Background: an optimization exercise with open tools, aiming at small area. Do not read the settings as production practice. In this exercise RTL edits were held to simulation tests only and were not proved equivalent to the original. Power figures rest on the tool's default switching activity, not on a simulated workload.

==> flow/design.v (excerpt) <==
module flash_cfi_ctrl (
    input  wire        clk,
    input  wire        rst,
    input  wire        start,
    input  wire [1:0]  op,
    input  wire [31:0] arg_first,
    input  wire [31:0] arg_last,
    input  wire [31:0] arg_addr,
    input  wire [31:0] arg_len,
    output wire        idle,
    output reg         done,
    output reg  [3:0]  status,
    output wire [31:0] ret_size,
    output wire [31:0] warn_skipped,
    output wire [31:0] warn_recovered,
    output reg         initialized,
    input  wire        prot_we,
    input  wire [4:0]  prot_idx,
    input  wire        prot_val,
    output reg         ev_valid,
    output reg  [1:0]  ev_kind,
    output wire [31:0] ev_addr,
    output reg  [7:0]  ev_wdata,
    input  wire        ev_ready,
    input  wire [7:0]  fb_rdata,
    input  wire [31:0] time_ms,
    output reg         irq_inhibit,
    output wire [31:0] buf_index,
    input  wire [7:0]  buf_data
);
==> flow/config.mk <==
export PLATFORM = sky130hd
export DESIGN_NAME = flash_cfi_ctrl
export DESIGN_NICKNAME = flash_cfi_ctrl
export VERILOG_FILES = /design/flow/design.v
export SDC_FILE = /design/flow/constraint.sdc
export NUM_CORES = 4
export LEC_CHECK = 0
export CAP_MARGIN = 20
export CORE_MARGIN = 2
export CORE_UTILIZATION = 55
export CTS_BUF_LIST = sky130_fd_sc_hd__clkbuf_8
export CTS_CLUSTER_DIAMETER = 60
export CTS_CLUSTER_SIZE = 16
export GPL_TIMING_DRIVEN = 0
export SLEW_MARGIN = 20
==> flow/constraint.sdc <==
create_clock -name core_clock -period 20.0 [get_ports {clk}]
set_input_delay 4.0000 -clock core_clock [delete_from_list [all_inputs] [get_ports {clk}]]
set_output_delay 4.0000 -clock core_clock [all_outputs]
set_load 0.01 [all_outputs]
standard.sh (not shown) runs the stock make flow with config.mk's settings and CLKGATE_MAP_FILE= SYNTH_SCRIPT=/design/flow/synth_recipe.tcl, a recipe that flattens the netlist after the stock synthesis.
==> flow/flow/run.sh <==
#!/bin/bash
# The standard layout (standard.sh: the standard flow's synthesis and ORFS flow, unchanged),
# except that:
#  - the port buffers placed by buffer_ports use the smallest buffer cell
#    (sky130_fd_sc_hd__buf_1) instead of the tool's default pick;
#  - the buffers Yosys/ABC left in the netlist are removed at floorplan
#    (REMOVE_ABC_BUFFERS=1), since global placement runs without the
#    timing-driven mode that would otherwise remove them;
#  - after global routing, cells on paths with positive slack are downsized
#    (RECOVER_POWER=100).
set -euo pipefail
export BUFFER_PORTS_ARGS="-buffer_cell sky130_fd_sc_hd__buf_1"
export REMOVE_ABC_BUFFERS=1
export RECOVER_POWER=100
bash standard.sh "BUFFER_PORTS_ARGS=-buffer_cell sky130_fd_sc_hd__buf_1" "REMOVE_ABC_BUFFERS=1" "RECOVER_POWER=100" finish > standard_flow.log 2>&1
The starting point completed and failed the layout checks on capacitance limit, slew limit.
==> next run, changes <==
==> flow/flow/run.sh (replaced) <==
#!/bin/bash
# The standard layout (standard.sh: the standard flow's synthesis and ORFS flow, unchanged),
# except that:
#  - the port buffers placed by buffer_ports use the smallest buffer cell
#    (sky130_fd_sc_hd__buf_1) instead of the tool's default pick;
#  - the buffers Yosys/ABC left in the netlist are removed at floorplan
#    (REMOVE_ABC_BUFFERS=1), since global placement runs without the
#    timing-driven mode that would otherwise remove them.
set -euo pipefail
export BUFFER_PORTS_ARGS="-buffer_cell sky130_fd_sc_hd__buf_1"
export REMOVE_ABC_BUFFERS=1
bash standard.sh "BUFFER_PORTS_ARGS=-buffer_cell sky130_fd_sc_hd__buf_1" "REMOVE_ABC_BUFFERS=1" finish > standard_flow.log 2>&1
Outcome: With this change the flow passed the timing, DRC and antenna checks; setup slack improved by 1100 ps; wire length hardly moves; die area stays the same; design area grows slightly; non-clock buffer count is unchanged.
==> next run, changes <==
==> flow/flow/run.sh (replaced) <==
#!/bin/bash
# The standard layout (standard.sh: the standard flow's synthesis and ORFS flow, unchanged),
# except that:
#  - the port buffers placed by buffer_ports use the smallest buffer cell
#    (sky130_fd_sc_hd__buf_1) instead of the tool's default pick;
#  - the buffers Yosys/ABC left in the netlist are removed at floorplan
#    (REMOVE_ABC_BUFFERS=1), since global placement runs without the
#    timing-driven mode that would otherwise remove them;
#  - constant outputs keep Yosys's shared tie cells (SKIP_REPAIR_TIE_FANOUT=1)
#    instead of one tie cell per port.
set -euo pipefail
export BUFFER_PORTS_ARGS="-buffer_cell sky130_fd_sc_hd__buf_1"
export REMOVE_ABC_BUFFERS=1
export SKIP_REPAIR_TIE_FANOUT=1
bash standard.sh "BUFFER_PORTS_ARGS=-buffer_cell sky130_fd_sc_hd__buf_1" "REMOVE_ABC_BUFFERS=1" "SKIP_REPAIR_TIE_FANOUT=1" finish > standard_flow.log 2>&1
- CORE_UTILIZATION: 55 -> 70
What happened: Power rises by 1.9%; final area falls by 2.3%; global-route usage rises by 13 points.


Setup of run 1:
flash_cfi_ctrl again, from the RTL that the note above started with.
export LEC_CHECK = 0
export CAP_MARGIN = 20
export CORE_MARGIN = 2
export CORE_UTILIZATION = 55
export CTS_BUF_LIST = sky130_fd_sc_hd__clkbuf_8
export CTS_CLUSTER_DIAMETER = 50
export CTS_CLUSTER_SIZE = 12
export GPL_TIMING_DRIVEN = 0
export SLEW_MARGIN = 20
create_clock -name core_clock -period 20.0 [get_ports {clk}]
==> flow/flow/run.sh <==
#!/bin/bash
# The standard layout (standard.sh: the standard flow's synthesis and ORFS flow, unchanged),
# except that:
#  - the port buffers placed by buffer_ports use the smallest buffer cell
#    (sky130_fd_sc_hd__buf_1) instead of the tool's default pick;
#  - the buffers Yosys/ABC left in the netlist are removed at floorplan
#    (REMOVE_ABC_BUFFERS=1), since global placement runs without the
#    timing-driven mode that would otherwise remove them.
set -euo pipefail
export BUFFER_PORTS_ARGS="-buffer_cell sky130_fd_sc_hd__buf_1"
export REMOVE_ABC_BUFFERS=1
bash standard.sh "BUFFER_PORTS_ARGS=-buffer_cell sky130_fd_sc_hd__buf_1" "REMOVE_ABC_BUFFERS=1" finish > standard_flow.log 2>&1
Run 1 closes out successfully: all stages finished, all timing, DRC and antenna checks passed.
diff inputs: run 1 => run 2
Settings: a change of CTS_CLUSTER_DIAMETER from 50 to 60; a change of CTS_CLUSTER_SIZE from 12 to 16.
diff --git a/flow/flow/run.sh b/flow/flow/run.sh
--- a/flow/flow/run.sh
+++ b/flow/flow/run.sh
@@ -8 +8,3 @@
-#    timing-driven mode that would otherwise remove them.
+#    timing-driven mode that would otherwise remove them;
+#  - constant outputs keep Yosys's shared tie cells (SKIP_REPAIR_TIE_FANOUT=1)
+#    instead of one tie cell per port.
@@ -12 +14,2 @@
-bash standard.sh "BUFFER_PORTS_ARGS=-buffer_cell sky130_fd_sc_hd__buf_1" "REMOVE_ABC_BUFFERS=1" finish > standard_flow.log 2>&1
+export SKIP_REPAIR_TIE_FANOUT=1
+bash standard.sh "BUFFER_PORTS_ARGS=-buffer_cell sky130_fd_sc_hd__buf_1" "REMOVE_ABC_BUFFERS=1" "SKIP_REPAIR_TIE_FANOUT=1" finish > standard_flow.log 2>&1
Results
| post-layout net count | run 2 vs run 1 | 1.8% lower |. Reported for run 2 and run 1, post-synthesis instance area turned out identical to the last digit. In the flow results for run 2 and run 1, the routed wire length is smaller on run 1. Run 2 ended up with a lower total area of multi-input combinational cells than run 1 did. The non-filler instance count after layout in run 2 sits 69 below the value recorded for run 1. Diff run 1 -> run 2: portion of the clock cycle consumed by the worst path in the final layout +0.88 points, pre-CTS setup slack fell 0.13 ns, final area shows a reduction of about 1%. Non-clock buffer count: run 2 vs run 1 down 2. Share of layout cells above drive strength 1 down 0.29 points in run 2 wrt run 1.

## what the ideal ports hide
Ports are ideal in the flow. The routed layouts listed here were re-timed in OpenROAD. Step 1 sets driving cells, clkbuf_16 on the clock port and buf_2 on the other inputs (assumed; they add their load-dependent delay and slew). Step 2 adds t to the input delays and takes it off the output delays; t is the mean of the earliest and latest rising clock arrival at the registers after step 1. Input paths then give back, and output paths get back, about the clock's delay inside the block. Slacks: no drivers / after step 1 / after step 2; pairs: no drivers / after step 1.
run | t, ns | setup slack, ns | worst setup path at the end | worst register clock-pin slew, ns | worst data-port slew with drivers (ns)
the first run of note 1 | 0.685 | 2.542 / 2.484 / 3.027 | input to register | 0.11 / 0.11 | 0.08
the second run of note 1 | 0.683 | 3.650 / 3.683 / 3.000 | input to register | 0.11 / 0.11 | 0.08
the third run of note 1 | 0.748 | 3.447 / 3.392 / 2.788 | input to register | 0.11 / 0.11 | 0.09
run 1 | 0.710 | 3.696 / 3.727 / 3.018 | input to register | 0.09 / 0.09 | 0.10
run 2 | 0.680 | 3.520 / 3.555 / 2.874 | input to register | 0.10 / 0.10 | 0.10
For run 1, which loses most, drivers alone change the setup slack by +0.031 ns; drivers and shift together by -0.678 ns.
